From an optimization exercise on the open Yosys and OpenROAD flow, aimed at small area, a short achievable clock period and few clock cycles; shortcuts taken in it are not production practice.
At most, simulation tests tie the RTL to the original design; equivalence was not proved.
Power and IR drop assume default switching activity.

== P ==
Design spitfp_core, start of the top module:
module spitfp_core (
    input  wire       clk,
    input  wire       rst,         
    input  wire       in_valid,
    output wire       in_ready,
    input  wire [7:0] in_data,
    output wire       out_valid,
    input  wire       out_ready,
    output wire [7:0] out_data
);
For scale: ~5800 cells after synthesis, about 1600 flip-flops, roughly 22 I/O pins, roughly 69000 sq um of cells after synthesis.
clock: 8.0 ns
lec_check: 0
cap_margin: 20
core_margin: 2
core_utilization: 40
cts_cluster_diameter: 80
cts_cluster_size: 20
place_density: 0.6
setup_slack_margin: 5.0
slew_margin: 20
run.sh (not shown) runs the stock make flow with config.mk's settings and CLKGATE_MAP_FILE= SYNTH_SCRIPT=/design/flow/synth_recipe.tcl, a recipe that flattens the netlist after the stock synthesis.
The final layout from P, which completed every stage, passed the timing, DRC and antenna checks at the end of the flow.
Modified inputs, Q compared to P
--- a/flow/design.v
+++ b/flow/design.v
@@ -176,24 +176,28 @@
     reg        txl;             
     reg [4:0]  sub_n;
     reg [1:0]  sub_st;          
     reg        f_ltmin, f_gtmax, f_ltdyn;
     reg        t_borrow, t_lo, t_hz;
     reg        t3_pend, t3_to;
     integer k;
     reg        r_act, r_drain;
     reg [4:0]  r_idx, r_last;
     reg [31:0] r_cap;           
     reg [4:0]  pb_off;
     reg        sc_act;
+    reg        sc_pend;         
+    reg        wr_pend;         
+    reg [5:0]  wr_addr;
+    reg [7:0]  wr_data;
     reg [1:0]  sm;
     reg [7:0]  rq;              
     reg        rz_h, rz_l;      
     reg        rl_h, rl_l;      
     reg [5:0]  ra;              
     reg [7:0]  sh;              
     reg [4:0]  soff;            
     reg [4:0]  sL, sLm1;
     reg [7:0]  sseq;
     reg        scopy;
     wire tx_wait = (tx_src == TX_IDLE) && tx_due && (pb_off != 5'd0);
     wire stall_c = (r_act && !(r_drain && id0[2])) || ov1 || t3_pend || tx_wait;
@@ -452,54 +456,67 @@
             ra     <= head;
             if (s_stop0 || s_empty) begin
                 rx_state <= RX_SEEK;
                 rx_len   <= 5'd0;
             end else if (s_stopa) begin
                 rx_state <= RX_ACC;
                 rx_len   <= rq[4:0];
             end else begin
                 rx_state <= RX_FC;
                 rx_len   <= sL;
             end
         end
-        if ((iv0 && w_fin && w_tick && (!sc_act || sc_stop)) || (t3_pend && sc_stop)) begin
+        if ((iv0 && w_fin && w_tick && !sc_pend && (!sc_act || sc_stop)) || (t3_pend && sc_stop)) begin
             t3_pend <= 1'b0;
             if (send_len == 5'd0 && slot_tx_len != 5'd0) begin
                 send_len    <= slot_tx_len + 5'd3;
                 slot_tx_len <= 5'd0;
                 tx_sent     <= 1'b0;
                 tx_rel      <= 1'b0;
                 tx_due      <= 1'b1;
             end else if (send_len != 5'd0 && tx_sent && !tx_due &&
                          tx_src != TX_DATA && (t3_pend ? t3_to : t_to)) begin
                 tx_due <= 1'b1;
             end
             if (baud_change && tx_src == TX_IDLE) begin
                 baud_cur    <= baud_new;
                 baud_change <= 1'b0;
             end
         end else if (iv0 && w_fin && w_tick) begin
             t3_pend <= 1'b1;
             t3_to   <= t_to;
         end
-        if (e_rx && (iv0 || !used[6]))
-            rb[tail] <= b;
+        wr_pend <= iv0 && e_rx;
+        wr_addr <= tail;
+        wr_data <= b;
+        if (wr_pend)
+            rb[wr_addr] <= wr_data;
+        if (sc_pend) begin
+            sc_pend <= 1'b0;
+            sc_act  <= 1'b1;
+            sm      <= SM_SEEK;
+            ra      <= head + 6'd1;
+        end
         if (iv0) begin
             if (go_opc) begin
                 if (o_tick) begin
                     e_opc <= 1'b0; e_w <= 1'b1; kq <= 4'b0001;
                     w_tick <= 1'b1; w_baud <= 1'b0; w_dyn <= 1'b0; w_prop <= 1'b0;
-                    sc_act <= 1'b1;
-                    sm     <= SM_SEEK;
-                    ra     <= head + 6'd1;
+                    if (wr_pend) begin
+                        sc_pend <= 1'b1;
+                    end else begin
+                        sc_act <= 1'b1;
+                        sm     <= SM_SEEK;
+                        ra     <= head + 6'd1;
+                    end
                 end
                 if (o_rx)  begin e_opc <= 1'b0; e_rx <= 1'b1; end
                 if (o_sub) begin e_opc <= 1'b0; e_sn <= 1'b1; end
                 if (o_rd)  begin e_opc <= 1'b0; e_rd <= 1'b1; end
                 if (o_baud || o_prop) begin
                     e_opc <= 1'b0; e_w <= 1'b1; kq <= 4'b0001;
                     w_tick <= 1'b0; w_baud <= o_baud; w_dyn <= 1'b0; w_prop <= o_prop;
                 end
                 if (o_dyn) begin
                     e_opc <= 1'b0; e_en <= 1'b1;
                     w_tick <= 1'b0; w_baud <= 1'b0; w_dyn <= 1'b1; w_prop <= 1'b0;
                 end
@@ -662,25 +679,27 @@
             tx_src <= TX_IDLE; tx_idx <= 5'd0; txp <= 1'b0; txl <= 1'b0;
             tx_sent <= 1'b0; tx_due <= 1'b0; tx_rel <= 1'b0;
             seq_cur <= 4'd1; sls <= 4'd0; ack_owed <= 1'b0;
             now_reg <= 32'd0; last_send <= 32'd0;
             baud_cfg <= BAUD_RESET; baud_cur <= BAUD_RESET; baud_new <= BAUD_RESET;
             baud_change <= 1'b0; dyn_en <= 1'b1; dyn_min <= DYN_MIN_RESET;
             ra <= 6'd0;
         end
         if (rst) begin
             e_opc <= 1'b1; e_rx <= 1'b0; e_rd <= 1'b0; e_sn <= 1'b0;
             e_sd <= 1'b0; e_en <= 1'b0; e_w <= 1'b0; sw <= 1'b0;
             sc_act  <= 1'b0;
+            sc_pend <= 1'b0;
             t3_pend <= 1'b0;
+            wr_pend <= 1'b0;
             r_act   <= 1'b0;
             pb_off  <= 5'd0;
         end
     end
     wire cnt_clr = rst || (go_opc && o_reset);
     wire c_eack_inc = d_bad && (sL == 5'd3);
     wire c_eack_sat = (&c_eack_hi) && (&c_eack_lo) && !c_eack_pc;
     always @(posedge clk) begin
         if (cnt_clr || 1'b0) begin
             c_eack_lo <= 8'd0;
             c_eack_hi <= 24'd0;
             c_eack_pc <= 1'b0;
Results
- Q completed end to end with timing, DRC and antenna clean.
- Cmp Q vs P: combined area of all synthesized cells higher in Q
- Final cell area excluding filler cells up 1400 sq um in Q wrt P
- Looking at first-iteration DRC count, Q sits about 8% below P.
- Re via count: Q and P aren't equal, and the higher value belongs to Q.
- Q vs P, timing endpoint of the critical path: od[7] vs rb[53][3]
- [compare] base=P new=Q: effective utilization at floorplan went down, utilization increased 0.37 points.
Testbench counts of Q, summed over its fixed seeds: cycles 161,280.
Only the layout flow was run in P; the RTL was not checked for function there.

---

the baseline:
spitfp_core, a different RTL version from the one above (not shown whole).
For scale: about 5900 cells after synthesis, about 1600 flip-flops, roughly 22 I/O pins, ~0.070 mm^2 of cells after synthesis.
==> flow/design.v (excerpt) <==
module spitfp_core (
    input  wire       clk,
    input  wire       rst,         
    input  wire       in_valid,
    output wire       in_ready,
    input  wire [7:0] in_data,
    output wire       out_valid,
    input  wire       out_ready,
    output wire [7:0] out_data
);
export LEC_CHECK = 0
export CAP_MARGIN = 20
export CORE_MARGIN = 2
export CORE_UTILIZATION = 40
export CTS_CLUSTER_DIAMETER = 80
export CTS_CLUSTER_SIZE = 20
export PLACE_DENSITY = 0.6
export SETUP_SLACK_MARGIN = 5.0
export SLEW_MARGIN = 20
create_clock -name core_clock -period 8.0 [get_ports {clk}]
Testbench counts of the baseline, summed over its fixed seeds: cycles 161,280.
Edits applied to the flow inputs when going from the baseline to the candidate:
diff --git a/flow/design.v b/flow/design.v
--- a/flow/design.v
+++ b/flow/design.v
@@ -71,46 +71,53 @@
     reg        c_brick_pc;
     wire [31:0] c_brick = {c_brick_hi, c_brick_lo};
     reg [7:0]  c_brlet_lo;
     reg [23:0] c_brlet_hi;
     reg        c_brlet_pc;
     wire [31:0] c_brlet = {c_brlet_hi, c_brlet_lo};
     reg [7:0]  zero_run_lo;
     reg [23:0] zero_run_hi;
     reg        zero_run_pc;
     wire [31:0] zero_run = {zero_run_hi, zero_run_lo};
     reg [7:0] ib0, ib1;
-    reg [11:0] id0;             
+    reg [18:0] id0;             
     reg       iv0, iv1;
     reg       in_rdy;
     assign in_ready = in_rdy;
     wire in_fire = in_valid & in_rdy;
-    function [11:0] opdec;
+    function [18:0] opdec;
         input [7:0] x;
         begin
             opdec[0]  = (x == 8'h01);
             opdec[1]  = (x == 8'h02);
             opdec[2]  = (x == 8'h03);
             opdec[3]  = (x == 8'h04);
             opdec[4]  = (x == 8'h05);
             opdec[5]  = (x == 8'h06);
             opdec[6]  = (x == 8'h07);
             opdec[7]  = (x == 8'h08);
             opdec[8]  = (x == 8'h09);
             opdec[9]  = (x == 8'h0A);
             opdec[10] = (x == 8'h00) || (x > 8'h0A);
             opdec[11] = (x == 8'h00);
+            opdec[12] = (x == 8'h0B);
+            opdec[13] = (x == 8'h0C);
+            opdec[14] = (x == 8'h0D);
+            opdec[15] = (x == 8'h0E);
+            opdec[16] = (x == 8'h0F);
+            opdec[17] = (x == 8'h10);
+            opdec[18] = (x == 8'h11);
         end
     endfunction
-    wire [11:0] in_dec  = opdec(in_data);
-    wire [11:0] ib1_dec = opdec(ib1);
+    wire [18:0] in_dec  = opdec(in_data);
+    wire [18:0] ib1_dec = opdec(ib1);
     wire go;
     always @(posedge clk) begin
         if (rst) begin
             iv0 <= 1'b0;
             iv1 <= 1'b0;
             in_rdy <= 1'b1;
         end else if (go) begin
             if (iv1) begin
                 ib0 <= ib1;
                 id0 <= ib1_dec;
                 iv0 <= 1'b1;
@@ -256,49 +263,50 @@
     assign rv[7]  = c_brlet;
     assign rv[8]  = {11'd0, baud_cfg};
     assign rv[9]  = {11'd0, baud_cur};
     assign rv[10] = {11'd0, baud_new};
     assign rv[11] = {31'd0, dyn_en};
     assign rv[12] = {11'd0, dyn_min};
     assign rv[13] = zero_run;
     assign rv[14] = last_send;
     assign rv[15] = {3'd0, rx_len, 3'd0, slot_rx_len, 3'd0, slot_tx_len, 3'd0, send_len};
     assign rv[16] = {25'd0, used};
     assign rv[17] = now_reg;
+    wire [17:0] b_is = {id0[18:12], id0[9:0], id0[11]};    
     reg [31:0] reg_val;
     always @(*) begin
         reg_val = 32'd0;
         for (k = 0; k < 18; k = k + 1)
-            if (b == k) reg_val = reg_val | rv[k];
+            if (b_is[k]) reg_val = reg_val | rv[k];
     end
     wire [7:0] r_byte = r_drain ? srx[r_idx] : r_cap[7:0];
     wire r_push = r_act && !ov1;
     wire [7:0] tx_seqb = (tx_src == TX_DATA) ? {seq_cur, tx_sl} : {4'd0, tx_sl};
     wire       tx_i1   = (tx_idx == 5'd1);
     wire       tx_last = txl;
     wire [7:0] txd_b   = tx_i1 ? tx_seqb : (tx_last ? tx_sum : pbuf[0]);
     wire [7:0] txa_b   = tx_i1 ? tx_seqb : tx_sum;
     wire [7:0] tx_b    = (tx_src == TX_IDLE) ? (tx_due ? {3'd0, send_len} :
                                                 (ack_owed ? 8'h03 : 8'h00)) :
                          (tx_src == TX_DATA) ? txd_b : txa_b;
     wire       tx_pl   = go_opc && o_tx && txp;
     wire s_fin = e_sd && sub_l;
     wire w_fin = e_w && kq[3];
     wire x_push = (go_opc && (o_tx || o_drain || o_inv)) ||
                   (iv0 && (e_rd || (e_sn && b_zero) || s_fin || (w_fin && !w_tick)));
     reg [7:0] x_byte;
     always @(*) begin
         if (e_opc)
             x_byte = o_tx ? tx_b : (o_drain ? {3'd0, slot_rx_len} : 8'h03);
         else if (e_rd)
-            x_byte = (b <= 8'h11) ? 8'd0 : 8'd3;
+            x_byte = (|b_is) ? 8'd0 : 8'd3;
         else if (e_sn)
             x_byte = 8'd2;
         else if (e_sd)
             x_byte = {6'd0, sub_st};
         else
             x_byte = (w_prop && !dyn_en) ? 8'd4 : 8'd0;
     end
     assign pv = x_push || r_push;
     assign pd = x_push ? x_byte : r_byte;
     wire [7:0] rbyte = rb[ra];
     wire       rz      = rz_h && rz_l;
Notes after the runs:
- Final instance area (higher): the baseline
- Between the baseline and the candidate, the difference in setup slack is negligible.
- Number of buffers outside the clock class in the layout sits higher in the candidate than in the baseline.
- Fraction of power consumed by combinational cells | the candidate above the baseline
- Row met1 track demand over resource: the candidate higher / the baseline lower
- When the candidate is set beside the baseline, its die width turns out to be 0.60% smaller.
- The higher number of register bits inferred by synthesis of the baseline and the candidate is in the candidate.
- Compared the candidate vs the baseline, and total wire length after detailed routing is up in the candidate.
- Cmp the baseline and the candidate / global routing met2 resource utilization / higher: the candidate
- Any difference in adder and majority cell fraction of the synthesized area between the candidate and the baseline is small enough to ignore.
- Net switching power of the design, the candidate vs the baseline: down slightly
Testbench counts of the candidate, summed over its fixed seeds: cycles 161,280.

---

## old
spitfp_core, a different RTL version from the one above (not shown whole).
For scale: roughly 5800 cells after synthesis, about 1600 flip-flops, roughly 22 I/O pins.
clock: 8.0 ns
lec_check: 0
cap_margin: 20
core_margin: 2
core_utilization: 40
cts_cluster_diameter: 60
cts_cluster_size: 20
place_density: 0.6
setup_slack_margin: 5.0
slew_margin: 20
Input-level comparison between new and old:
--- a/flow/design.v
+++ b/flow/design.v
@@ -110,36 +110,36 @@
             in_rdy <= !(iv1 | (iv0 & in_fire));
         end
     end
     reg        ov, ov1;
     reg [7:0]  od, od1;
     reg [7:0]  od_o;            
     assign out_valid = ov;
     assign out_data  = od_o;
     wire       pv;              
     wire [7:0] pd;
     wire       pop = ov & out_ready;
-    always @(posedge clk)
-        od_o <= (pop || !ov) ? (ov1 ? od1 : pd) : od;
     always @(posedge clk) begin
         if (rst) begin
             ov  <= 1'b0;
             ov1 <= 1'b0;
         end else if (pop || !ov) begin
             if (ov1) begin
                 od  <= od1;
+                od_o <= od1;
                 ov  <= 1'b1;
                 ov1 <= pv;
                 od1 <= pd;
             end else begin
                 od  <= pd;
+                od_o <= pd;
                 ov  <= pv;
                 ov1 <= 1'b0;
             end
         end else if (pv) begin
             od1 <= pd;
             ov1 <= 1'b1;
         end
     end
     reg        e_opc, e_rx, e_rd, e_sn, e_sd, e_en, e_w;
     reg        w_tick, w_baud, w_dyn, w_prop;
     reg [3:0]  kq;              
### Flow results
Looking at the reports, new completed the entire flow and the layout it produced met the timing, DRC and antenna checks. On new: sequential power is about 0.9% lower than what old gave. Row combinational power: new lower / old higher. Delta (new minus old): met1 global-route usage climbed 0.52 points; post-detailed-routing wire length dropped about 1.3%; count of instances resized after the clock tree is built climbed 8; layout net count dropped 2.4%. Relative to old, the via count measured on new has decreased slightly. new vs. old: fmax held; power density normalized to cell area was more or less identical; sequential cell area share has increased.
Testbench counts of new, summed over its fixed seeds: cycles 160,687.
No functional check of the RTL was part of old.

## static timing again, ports no longer ideal
The flow's constraints put no driver on any port. The routed layouts listed below were extracted and timed again, unchanged, in two steps. Step 1 (the two cells are an assumption about what drives the block):
set clk [get_ports {clk}]
set_driving_cell -lib_cell sky130_fd_sc_hd__clkbuf_16 $clk
set_driving_cell -lib_cell sky130_fd_sc_hd__buf_2 [delete_from_list [all_inputs] $clk]
Step 2 also shifts input and output timing later by t, the mid clock arrival at the registers, as if the neighbouring blocks saw the same clock. Three values: ideal ports, drivers, drivers and shift; two values: the first two.
| run | shift t [ns] | setup WS [ns] | slew at the worst register clock pin (ns) | cell pins on the clock port's net |
|---|---|---|---|---|
| P | 0.825 | 4.789 / 4.789 / 4.309 | 0.10 / 0.10 | 1 |
| Q | 0.852 | 4.949 / 4.949 / 4.338 | 0.09 / 0.09 | 1 |
| the baseline | 0.855 | 4.969 / 4.969 / 4.234 | 0.10 / 0.10 | 1 |
| the candidate | 0.820 | 4.968 / 4.968 / 4.284 | 0.09 / 0.09 | 1 |
| old | 0.866 | 4.858 / 4.858 / 4.213 | 0.09 / 0.09 | 1 |
| new | 0.871 | 4.854 / 4.854 / 4.357 | 0.09 / 0.09 | 1 |
After both steps every run listed still meets setup and hold. The setup slack of the baseline, which loses most, moves by 0.000 ns with the drivers and by -0.735 ns with both steps.
